This design comes from an exercise in tuning for small area, a short achievable clock period and few clock cycles per item on the open sky130 flow, not from production work. No run shown here included a check of the RTL's function; only the layout flow was run. Power and IR drop assume default switching activity.

### flow/config.mk
export PLATFORM = sky130hd
export DESIGN_NAME = adf4350_plan
export DESIGN_NICKNAME = adf4350_plan
export VERILOG_FILES = /design/flow/design.v
export SDC_FILE = /design/flow/constraint.sdc
export NUM_CORES = 4
export LEC_CHECK = 0
export ABC_AREA = 1
export ABC_CLOCK_PERIOD_IN_PS = 4000
export CAP_MARGIN = 20
export CORE_MARGIN = 2
export CORE_UTILIZATION = 40
export SETUP_SLACK_MARGIN = 2.0
export SLEW_MARGIN = 20
### flow/constraint.sdc
create_clock -name core_clock -period 7.0 [get_ports {clk}]
set_input_delay 1.4000 -clock core_clock [delete_from_list [all_inputs] [get_ports {clk}]]
set_output_delay 1.4000 -clock core_clock [all_outputs]
set_load 0.01 [all_outputs]
### flow/flow/run.sh
#!/bin/bash
set -euo pipefail
export BUFFER_PORTS_ARGS="-buffer_cell sky130_fd_sc_hd__buf_1"
bash standard.sh > orfs_make.log 2>&1
### flow/design.v
module adf4350_plan (
    input  wire        clk,
    input  wire        rst,           
    input  wire        in_valid,
    output wire        in_ready,
    input  wire [31:0] in_f,          
    input  wire [15:0] in_ref,        
    output wire        out_valid,
    input  wire        out_ready,
    output wire [2:0]  out_div,
    output wire [22:0] out_int,
    output wire [22:0] out_frac,
    output wire [22:0] out_mod
);
    reg        busy;
    reg        done;
    reg [3:0]  cnt;         
    reg [2:0]  div_r;
    reg [22:0] q_r;         
    reg        c_r;         
    reg [2:0]  r5;
    reg [22:0] rem;         
    reg [20:0] mod_q;       
    wire accept = in_valid & in_ready;
    assign in_ready  = ~busy & (~done | out_ready);
    assign out_valid = done;
    reg [2:0] div_sel;
    always @(*) begin
        if      (in_f < 32'd68750)   div_sel = 3'd6;
        else if (in_f < 32'd137500)  div_sel = 3'd5;
        else if (in_f < 32'd275000)  div_sel = 3'd4;
        else if (in_f < 32'd550000)  div_sel = 3'd3;
        else if (in_f < 32'd1100000) div_sel = 3'd2;
        else if (in_f < 32'd2200000) div_sel = 3'd1;
        else                         div_sel = 3'd0;
    end
    wire        odd    = div_sel[0];
    wire [21:0] g_lo   = odd ? {in_f[20:0], 1'b0} : in_f[21:0];
    wire [7:0]  f_d5   = in_f[31:22] / 3'd5;
    wire [2:0]  f_r5   = in_f[31:22] % 3'd5;
    wire [7:0]  top_d5 = odd ? 8'd0 : f_d5;      
    wire [2:0]  top_r5 = odd ? {2'd0, in_f[21]} : f_r5;
    wire [6:0]  top_p  = top_d5[7:1];
    wire [6:0]  f_p    = f_d5[7:1];
    wire        top_q  = (in_ref == 16'd1) && (f_p >= 7'd100);    
    wire [6:0]  top_rm = top_q ? (f_p - 7'd100) : top_p;
    wire [20:0] mod25  = ({5'd0, in_ref} << 4) + ({5'd0, in_ref} << 3) + {5'd0, in_ref};
    wire        zero_in = (cnt < {2'b00, div_r[2:1]});
    wire        n1 = q_r[21] & ~zero_in;
    wire        n2 = q_r[20] & ~zero_in;
    wire [3:0]  t1  = {r5, n1};                  
    wire        c1  = (t1 >= 4'd5);
    wire [2:0]  r51 = c1 ? (t1 - 4'd5) : t1[2:0];
    wire [3:0]  t2  = {r51, n2};
    wire        c2  = (t2 >= 4'd5);
    wire [2:0]  r52 = c2 ? (t2 - 4'd5) : t2[2:0];
    wire [23:0] rs1 = {rem, c_r};
    wire [24:0] tr1 = {1'b0, rs1} - {2'b00, mod_q, 2'b00};
    wire        ge1 = ~tr1[24];
    wire [22:0] rm1 = ge1 ? tr1[22:0] : rs1[22:0];
    wire [23:0] rs2 = {rm1, c1};
    wire [24:0] tr2 = {1'b0, rs2} - {2'b00, mod_q, 2'b00};
    wire        ge2 = ~tr2[24];
    wire [22:0] rm2 = ge2 ? tr2[22:0] : rs2[22:0];
    wire [1:0]  dig = {ge1, ge2};
    assign out_div  = div_r;
    assign out_int  = q_r;
    assign out_frac = rem + {22'd0, c_r};
    assign out_mod  = {mod_q, 2'b00};
    always @(posedge clk) begin
        if (rst) begin
            busy <= 1'b0;
            done <= 1'b0;
        end else if (accept) begin
            busy <= 1'b1;
            done <= 1'b0;
        end else if (busy) begin
            if (cnt == 4'd0) begin
                busy <= 1'b0;
                done <= 1'b1;
            end
        end else if (out_ready) begin
            done <= 1'b0;
        end
        if (accept) begin
            div_r <= div_sel;
            cnt   <= 4'd10 + {2'b00, div_sel[2:1]};
            q_r   <= {top_q, g_lo};
            c_r   <= top_d5[0];
            r5    <= top_r5;
            rem   <= {16'd0, top_rm};
            mod_q <= mod25;
        end else if (busy) begin
            cnt <= cnt - 4'd1;
            q_r <= {q_r[22], q_r[19:0], dig};
            c_r <= c2;
            r5  <= r52;
            rem <= rm2;
        end
    end
endmodule
### flow/standard.sh
#!/bin/bash
# synth_recipe.tcl (not shown) runs the flow's synth.tcl, then flattens the netlist and writes it again
# the make line also repeats each setting of config.mk as NAME=value (left out here)
make -C /OpenROAD-flow-scripts/flow DESIGN_CONFIG=/design/flow/config.mk WORK_HOME=/design/flow/orfs CLKGATE_MAP_FILE= SYNTH_SCRIPT=/design/flow/synth_recipe.tcl "${@:-finish}"
==> reports/qor.yml, run 1 <==
status: "no timing/DRC/antenna violations"
synth_flop_cell: "edfxtp_1"
grt_pass1_wl_um: 35450
max_clock_freq_mhz: 185.0
yosys-top-cells-area: "edfxtp_1 23%, ha_1 13%, nand2_1 8.8%"
crit_path_end: "rem[3]"
numCtsBuffers: 9
port_buffers: 123
rows: 52
ctsHoldBuffers: 0
routed_wl_um: 22390
ys_ff_latch: 80
met1_usage: 0.2878
power.density_mw_per_mm2: 485.6
crit_cells: 35
skew_ps: 8.274
reg2reg_setup_slack_ps: 1590
crit_family: "compound AO/OA/AOI/OAI gates"
p_total_mw: 4.954
slowest_stage: "edfxtp_1"
setup_tns_ps: 0
synth.top_cell.area_share: 0.2259
crit_start: "rem[1]"
antenna_found_initial: 0
gp_congestion: 0.8990
worst_setup_path_end_kind: "flop"
grt_pass1_vias: 7219
wire_per_inst_um: 14.52
drt_pass1_iterations: 5
cts.clk_slew.worst_paths_ps: 60
arrival_ps: 5510
die_x_um: 147.6
grt_max_degree: 65
grt_busiest_layer: "met2"
fin_area_mm2: 0.01020
r2r-end: "rem[3]"
drc_errors: 0
initial_utilization: 0.4074
crit_buf_inv: 4
antenna_violating_nets_post_route: 0
vdd_drop_max_mv: 0.2302
ff2ff_path_depth: 35
synthArstFlopShare: 0
drive_gt1_frac: 0.1706
startpoint_type: "flop"
setup-violations-final: 0
diodes: 0
dp_hpwl_um: 16400
pin_count: 126
grtUsageMet3: 0.03488
final_nets: 1420
syn_inst: 1098
drt_first_iter_violations: 352
worstSetupPathType: "flop to flop"
dp_slack_ps: 720.9
timing.final.ws_setup_ps: 1595
cts_tree: "built"
p_leak_nw: 4.648
clkLatencyLatePin_ps: 350
area_delta_synth_final_pct: 23.77
critPathMaxStageDelay_ps: 390
slew_headroom: 0.4648
root_buffer: "clkbuf_16"
yosysSeqAreaShare: 0.2696
grt_use_met2: 0.3135
hold_path_class: "flop to flop"
finalMaxSlewViolations: 0
grt_use_total: 0.2007
synth_area_mm2: 0.008243
finalHoldViolations: 0
num_vias: 7848
place_area_mm2: 0.009084
rsz0062_at_grt: "true"
synth-edff-count: 62
cts.path.max_buffers: 2
cp_max_fo: 8
gr-total-overflow: 0
ys_warn_count: 1
critPathMostFrequentCell: "o21ai_2"
numClockSinks: 80
r2r-start: "rem[1]"
tightest_slew_ps: 799.9
dieArea_mm2: 0.02177
drv_cap: 0
fin_crit_ps: 5405
drt-vias-per-instance: 5.089
cp.required_ps: 7110
htree_levels: 3
core-area_mm2: 0.02023
die_h_um: 147.6
syn_avg_cell_area_um2: 7.507
synth.distinct_cells: 53
min_period_over_period: 0.7722
yosys.area.top_type: "edfxtp_1"
-- what timing repair did --
item,in CTS,in global routing
setup buffers,29,19
pin swaps,30,34
hold endpoints to repair,0,0
setup endpoints to repair,27,27
resized for setup,49,68
cloned,4,0
-- through the flow --
stage	cells	hold WS [ps]	utilization
after CTS	1523	515.5	0.4844
after global routing	1542	558.8	0.5042
final	1542	511.8	0.5042
after global placement	1474	492.9	0.4489
after floorplan	1099	470.7	-
after detailed placement	1474	503.4	0.4489
-- per-layer routing --
metal,vias to the layer above,share of wire
li1,4019,-
met1,3603,0.48
met2,198,0.45
met3,28,0.057
met4,0,0.016
met5,-,0
-- cell usage in the layout, fill, tap and decap left out, types with 18 or more instances in the layout --
master and n:
edfxtp_1 62, dfxtp_1 18, xnor2_1 21, inv_1 156
o211ai_1 22, a21oi_1 66, buf_1 119, o21ai_0 92
xor2_1 50, buf_4 52, nand2_1 177, nand3_1 40
nand2_4 19, nor2_1 69, ha_1 76
-- cells in the mapped netlist, types with 4 or more instances --
cell	count
o211ai_1	22
o21ai_0	116
nor2_1	72
nand2_4	6
a21oi_1	79
nand3_1	46
nand2_2	11
nand3_2	6
nand4_1	16
a21o_1	4
nand2_1	194
or2_2	6
inv_1	167
dfxtp_1	18
edfxtp_1	62
ha_1	86
inv_2	9
fa_1	15
nor3_1	13
xor2_1	51
clkbuf_1	22
xnor2_1	21
-- state kept, by name, indices dropped and copies added (netlist names) --
register,cells
c_r,1
mod_q,21
r5,3
div_r,3
busy,1
done,1
rem,23
cnt,4
q_r,23
-- cell families after synthesis --
group           share of synthesized area
flops                              0.2696
buf+inv                           0.09487
other cells                     0.0004549
xor+xnor                          0.07650
compound gates                     0.1737
simple gates                       0.2180
fa+ha+maj                          0.1670
-- worst min-delay path: cells and delay by family, from the launching register on --
| family | cells | cell delay [ps] |
|---|---|---|
| compound gates | 1 | 70 |
| buf+inv | 1 | 60 |
| flops | 1 | 330 |
-- power by group --
group / internal, mW / switching [mW]
logic: 1.57 / 2.12
clock network: 0.251 / 0.204
registers: 0.683 / 0.131
-- area by class of cell --
type / count / area (um2)
Clock buffer: 12 / 246.5
Fill cell: 1998 / 10030
Tap cell: 270 / 337.8
Multi-Input combinational cell: 818 / 5766
Inverter: 179 / 694.4
Timing Repair inverter: 1 / 6.256
Sequential cell: 80 / 2222
Timing Repair Buffer: 178 / 899.6
Clock inverter: 4 / 30.03
-- how the worst min path moves through the flow --
| stage | from | endpoint | slack, ps | cells after the start |
|---|---|---|---|---|
| 4_1_cts | rem[22] | rem[22] | 520 | 2 |
| 3_3_place_gp | rem[22] | rem[22] | 490 | 2 |
| 5_1_grt | rem[22] | rem[22] | 560 | 2 |
| 2_1_floorplan | rem[22] | rem[22] | 470 | 2 |
| 3_5_place_dp | rem[22] | rem[22] | 500 | 2 |
| 6_report | rem[22] | rem[22] | 510 | 2 |
==> inputs of run 2 (changes only) <==
--- a/flow/design.v
+++ b/flow/design.v
@@ -14,2 +14,3 @@
 );
+    reg        prep;
     reg        busy;
@@ -18,3 +19,3 @@
     reg [2:0]  div_r;
-    reg [22:0] q_r;         
+    reg [23:0] q_r;         
     reg        c_r;         
@@ -24,3 +25,3 @@
     wire accept = in_valid & in_ready;
-    assign in_ready  = ~busy & (~done | out_ready);
+    assign in_ready  = ~prep & ~busy & (~done | out_ready);
     assign out_valid = done;
@@ -36,16 +37,10 @@
     end
-    wire        odd    = div_sel[0];
-    wire [21:0] g_lo   = odd ? {in_f[20:0], 1'b0} : in_f[21:0];
-    wire [7:0]  f_d5   = in_f[31:22] / 3'd5;
-    wire [2:0]  f_r5   = in_f[31:22] % 3'd5;
-    wire [7:0]  top_d5 = odd ? 8'd0 : f_d5;      
-    wire [2:0]  top_r5 = odd ? {2'd0, in_f[21]} : f_r5;
-    wire [6:0]  top_p  = top_d5[7:1];
-    wire [6:0]  f_p    = f_d5[7:1];
-    wire        top_q  = (in_ref == 16'd1) && (f_p >= 7'd100);    
-    wire [6:0]  top_rm = top_q ? (f_p - 7'd100) : top_p;
+    wire        big    = |in_f[31:24];
+    wire [5:0]  top_d5 = rem[7:0] / 3'd5;
+    wire [2:0]  top_r5 = rem[7:0] % 3'd5;
+    wire [23:0] f_sh   = div_sel[0] ? {in_f[22:0], 1'b0} : in_f[23:0];
     wire [20:0] mod25  = ({5'd0, in_ref} << 4) + ({5'd0, in_ref} << 3) + {5'd0, in_ref};
     wire        zero_in = (cnt < {2'b00, div_r[2:1]});
-    wire        n1 = q_r[21] & ~zero_in;
-    wire        n2 = q_r[20] & ~zero_in;
+    wire        n1 = q_r[23] & ~zero_in;
+    wire        n2 = q_r[22] & ~zero_in;
     wire [3:0]  t1  = {r5, n1};                  
@@ -53,5 +48,2 @@
     wire [2:0]  r51 = c1 ? (t1 - 4'd5) : t1[2:0];
-    wire [3:0]  t2  = {r51, n2};
-    wire        c2  = (t2 >= 4'd5);
-    wire [2:0]  r52 = c2 ? (t2 - 4'd5) : t2[2:0];
     wire [23:0] rs1 = {rem, c_r};
@@ -60,2 +52,5 @@
     wire [22:0] rm1 = ge1 ? tr1[22:0] : rs1[22:0];
+    wire [3:0]  t2  = {r51, n2};
+    wire        c2  = (t2 >= 4'd5);
+    wire [2:0]  r52 = c2 ? (t2 - 4'd5) : t2[2:0];
     wire [23:0] rs2 = {rm1, c1};
@@ -64,5 +59,4 @@
     wire [22:0] rm2 = ge2 ? tr2[22:0] : rs2[22:0];
-    wire [1:0]  dig = {ge1, ge2};
     assign out_div  = div_r;
-    assign out_int  = q_r;
+    assign out_int  = q_r[22:0];
     assign out_frac = rem + {22'd0, c_r};
@@ -71,2 +65,3 @@
         if (rst) begin
+            prep <= 1'b0;
             busy <= 1'b0;
@@ -74,4 +69,8 @@
         end else if (accept) begin
+            prep <= big;
+            busy <= ~big;
+            done <= 1'b0;
+        end else if (prep) begin
+            prep <= 1'b0;
             busy <= 1'b1;
-            done <= 1'b0;
         end else if (busy) begin
@@ -86,11 +85,15 @@
             div_r <= div_sel;
-            cnt   <= 4'd10 + {2'b00, div_sel[2:1]};
-            q_r   <= {top_q, g_lo};
+            cnt   <= 4'd11 + {2'b00, div_sel[2:1]};
+            q_r   <= f_sh;
+            c_r   <= 1'b0;
+            r5    <= 3'd0;
+            rem   <= {15'd0, in_f[31:24]};
+            mod_q <= mod25;
+        end else if (prep) begin
             c_r   <= top_d5[0];
             r5    <= top_r5;
-            rem   <= {16'd0, top_rm};
-            mod_q <= mod25;
+            rem   <= {18'd0, top_d5[5:1]};
         end else if (busy) begin
             cnt <= cnt - 4'd1;
-            q_r <= {q_r[22], q_r[19:0], dig};
+            q_r <= {q_r[21:0], ge1, ge2};
             c_r <= c2;
--- a/flow/config.mk
+++ b/flow/config.mk
@@ -8,7 +8,6 @@
 export ABC_AREA = 1
-export ABC_CLOCK_PERIOD_IN_PS = 4000
 export CAP_MARGIN = 20
 export CORE_MARGIN = 2
-export CORE_UTILIZATION = 40
-export SETUP_SLACK_MARGIN = 2.0
+export CORE_UTILIZATION = 60
+export SETUP_SLACK_MARGIN = 2.2
 export SLEW_MARGIN = 20
==> reports/qor.yml, run 2 <==
status: "no timing/DRC/antenna violations"
final_common_cell: "nand2_1"
syn_inst: 1107
power.density_mw_per_mm2: 524.1
regMostFlops: "q_r"
antenna_violating_nets_post_route: 0
port_buffers: 123
wire_per_inst_um: 15.01
power.share.sequential: 0.173
rows: 42
final_nets: 1360
cp_max_fo: 12
top_regs: "q_r: 24 flops, rem: 23 flops, mod_q: 21 flops"
yosys.area.top_type: "edfxtp_1"
synth_common_cells: "212 x nand2_1, 155 x inv_1, 97 x o21ai_0"
drt-vias-per-instance: 5.539
clockPowerShare: 0.092
numCtsBuffers: 9
p_switching_mw: 2.604
die_x_um: 121.2
initial_utilization: 0.6173
grt_max_degree: 62
largest_reg_flops: 24
min_period_over_period: 0.6628
syn_avg_cell_area_um2: 7.443
cts.path.max_buffers: 2
fin_crit_ps: 4639
max_clock_freq_mhz: 215.5
rsz0062_at_grt: "true"
htree_levels: 3
diodes: 0
vdd_drop_max_mv: 0.2774
grt_use_total: 0.2886
skew_ps: 11.04
cts.clk_slew.worst_paths_ps: 70
dp_hpwl_um: 16050
synth_flop_cell: "edfxtp_1"
setup_tns_ps: 0
synth_most_common_cell: "nand2_1"
finalHoldViolations: 0
finalMaxSlewViolations: 0
root_buffer: "clkbuf_16"
gr-total-overflow: 0
dieArea_mm2: 0.01469
setup-violations-final: 0
num_vias: 7744
gp_congestion: 1.009
synth_area_mm2: 0.008239
drt_pass1_iterations: 5
worst_setup_path_end_kind: "flop"
drv_cap: 0
p_leak_nw: 4.348
tightest_slew_ps: 880.8
ys_warn_count: 1
utilization: 0.6977
ys_ff_latch: 82
yosysSeqAreaShare: 0.2721
synth.distinct_cells: 59
antenna_found_initial: 0
synth-edff-count: 60
slew_headroom: 0.4121
power_frac_comb: 0.734
cp.required_ps: 7100
die_h_um: 121.2
synth.top_cell.area_share: 0.2187
clkLatencyLatePin_ps: 350
numClockSinks: 82
p_sw_frac: 0.5335
drt_first_iter_violations: 502
grt_pass1_wl_um: 33820
internal_power_mw: 2.277
pin_count: 126
worstSetupPathType: "flop to flop"
hold_path_class: "flop to flop"
fin_area_mm2: 0.009313
synthArstFlopShare: 0
core-area_mm2: 0.01335
startpoint_type: "flop"
ctsHoldBuffers: 0
place_area_mm2: 0.008663
drc_errors: 0
yosys-top-cells-area: "edfxtp_1 22%, ha_1 12%, nand2_1 9.7%"
routed_wl_um: 20990
drive_gt1_frac: 0.09738
arrival_ps: 4740
grt_pass1_vias: 6930
nFillCells: 1183
area_delta_synth_final_pct: 13.03
cts_tree: "built"
mostFrequentLayoutCells: "209 x nand2_1, 152 x inv_1, 123 x buf_1, 92 x o21ai_0, 74 x ha_1"
## run 2: changes by cell type after synthesis, sizes merged, moves of 11 or more
| cell | before | now |
|---|---|---|
| buf | 3 | 33 |
| inv | 178 | 159 |
| o211ai | 23 | 4 |
| nand2 | 211 | 229 |
| or2 | 6 | 18 |
| nand4 | 17 | 6 |
## run 2: per-stage QoR
stage | power, mW | hold slack (ps) | worst slack [ps] | instances
after floorplan | 3.411 | 460.1 | 2308 | 1108
after global placement | 4.043 | 514.2 | 1717 | 1364
after detailed placement | 4.076 | 519.1 | 1602 | 1364
after CTS | 4.671 | 532.6 | 2214 | 1388
after global routing | 5.312 | 569.6 | 2136 | 1398
final | 4.880 | 523.6 | 2361 | 1398
## run 2: area by class of cell
class	instances	area (um2)	area share
clock buffers	9	225.2	0.02418
clock inverters	7	53.80	0.005777
inverters	160	609.3	0.06543
multi-input cells	821	5286	0.5676
flip-flops and latches	82	2242	0.2408
well taps	176	220.2	0.02365
repair buffers	143	675.6	0.07255
## run 2: power by group through the flow
stage | Clock, mW | Sequential, mW | Combinational, mW
6_report | 0.450 | 0.845 | 3.58
5_1_grt | 0.477 | 0.861 | 3.97
4_1_cts | 0.455 | 0.840 | 3.38
3_5_place_dp | 0 | 0.851 | 3.23
3_3_place_gp | 0 | 0.850 | 3.19
2_1_floorplan | 0 | 0.796 | 2.61
## run 2: worst paths after layout
check	from	endpoint	slack [ps]	cells after the start
hold reg to reg	done	done	520	2
hold / removal	done	done	520	2
setup / recovery	rem[7]	rem[3]	2360	23
setup reg to reg	rem[7]	rem[3]	2360	23
## run 2: cells by family (layout without fill, tap and decap cells)
| group | count (synthesis) | after routing | share of synthesized area |
|---|---|---|---|
| xor gates and xnor gates | 70 | 70 | 0.07441 |
| muxes | 1 | 1 | 0.001215 |
| and+or+nand+nor | 413 | 415 | 0.2231 |
| buffers and inverters | 207 | 319 | 0.1087 |
| DFF | 82 | 82 | 0.2721 |
| other | 1 | 2 | 0.0004551 |
| AOI/OAI and AO/OA | 242 | 242 | 0.1681 |
| adders and majority gates | 91 | 91 | 0.1519 |
## run 2: worst max-delay path: stages, from the launching register on
cell and delay, ps:
edfxtp_1 530, ha_1 420, nand2_1 130, nor3_1 280, nand3_2 130, nand3_4 110, buf_12 130, clkinvlp_4 80
buf_4 170, or2_2 270, o21ai_0 220, inv_1 90, ha_1 340, a21oi_1 200, o21ai_0 100, o21bai_2 210
a21oi_2 190, o21ai_2 120, buf_4 170, a21oi_4 180, buf_12 140, nand2_1 50, nand3_1 70, nand3_1 60
## run 2: per-layer routing
layer,up-vias,GRT usage,wire [um]
li1,3892,-,-
met1,3504,0.4356,9841
met2,305,0.4322,8940
met3,43,0.04887,1795
met4,0,0.06537,409
met5,-,0,0
## run 2: timing repair
action / 4_1_cts / 5_1_grt
setup buffers: 6 / 8
gates cloned: 2 / 2
setup endpoints to repair: 22 / 45
gates resized for setup: 16 / 30
pin swaps: 5 / 10

[what the ideal ports hide]
Ports are ideal in the flow. The routed layouts listed here were re-timed in OpenROAD.
Step 1 (the two cells are an assumption about what drives the block):
set clk [get_ports {clk}]
set_driving_cell -lib_cell sky130_fd_sc_hd__clkbuf_16 $clk
set_driving_cell -lib_cell sky130_fd_sc_hd__buf_2 [delete_from_list [all_inputs] $clk]
Step 2 adds t to the input delays and takes it off the output delays; t is the mean of the earliest and latest rising clock arrival at the registers after step 1. Input paths then give back, and output paths get back, about the clock's delay inside the block.
Slacks: ideal ports / drivers / drivers and shift; pairs: ideal ports / drivers.
run	t, ns	setup slack, ns	worst setup path after step 2	worst register clock-pin slew, ns
run 1	0.387	1.595 / 1.595 / 1.595	register to register	0.07 / 0.07
run 2	0.386	2.361 / 2.361 / 2.233	input to register	0.07 / 0.07
After both steps every run listed still meets setup and hold. For run 2, which loses most, drivers alone change the setup slack by 0.000 ns; drivers and shift together by -0.128 ns.
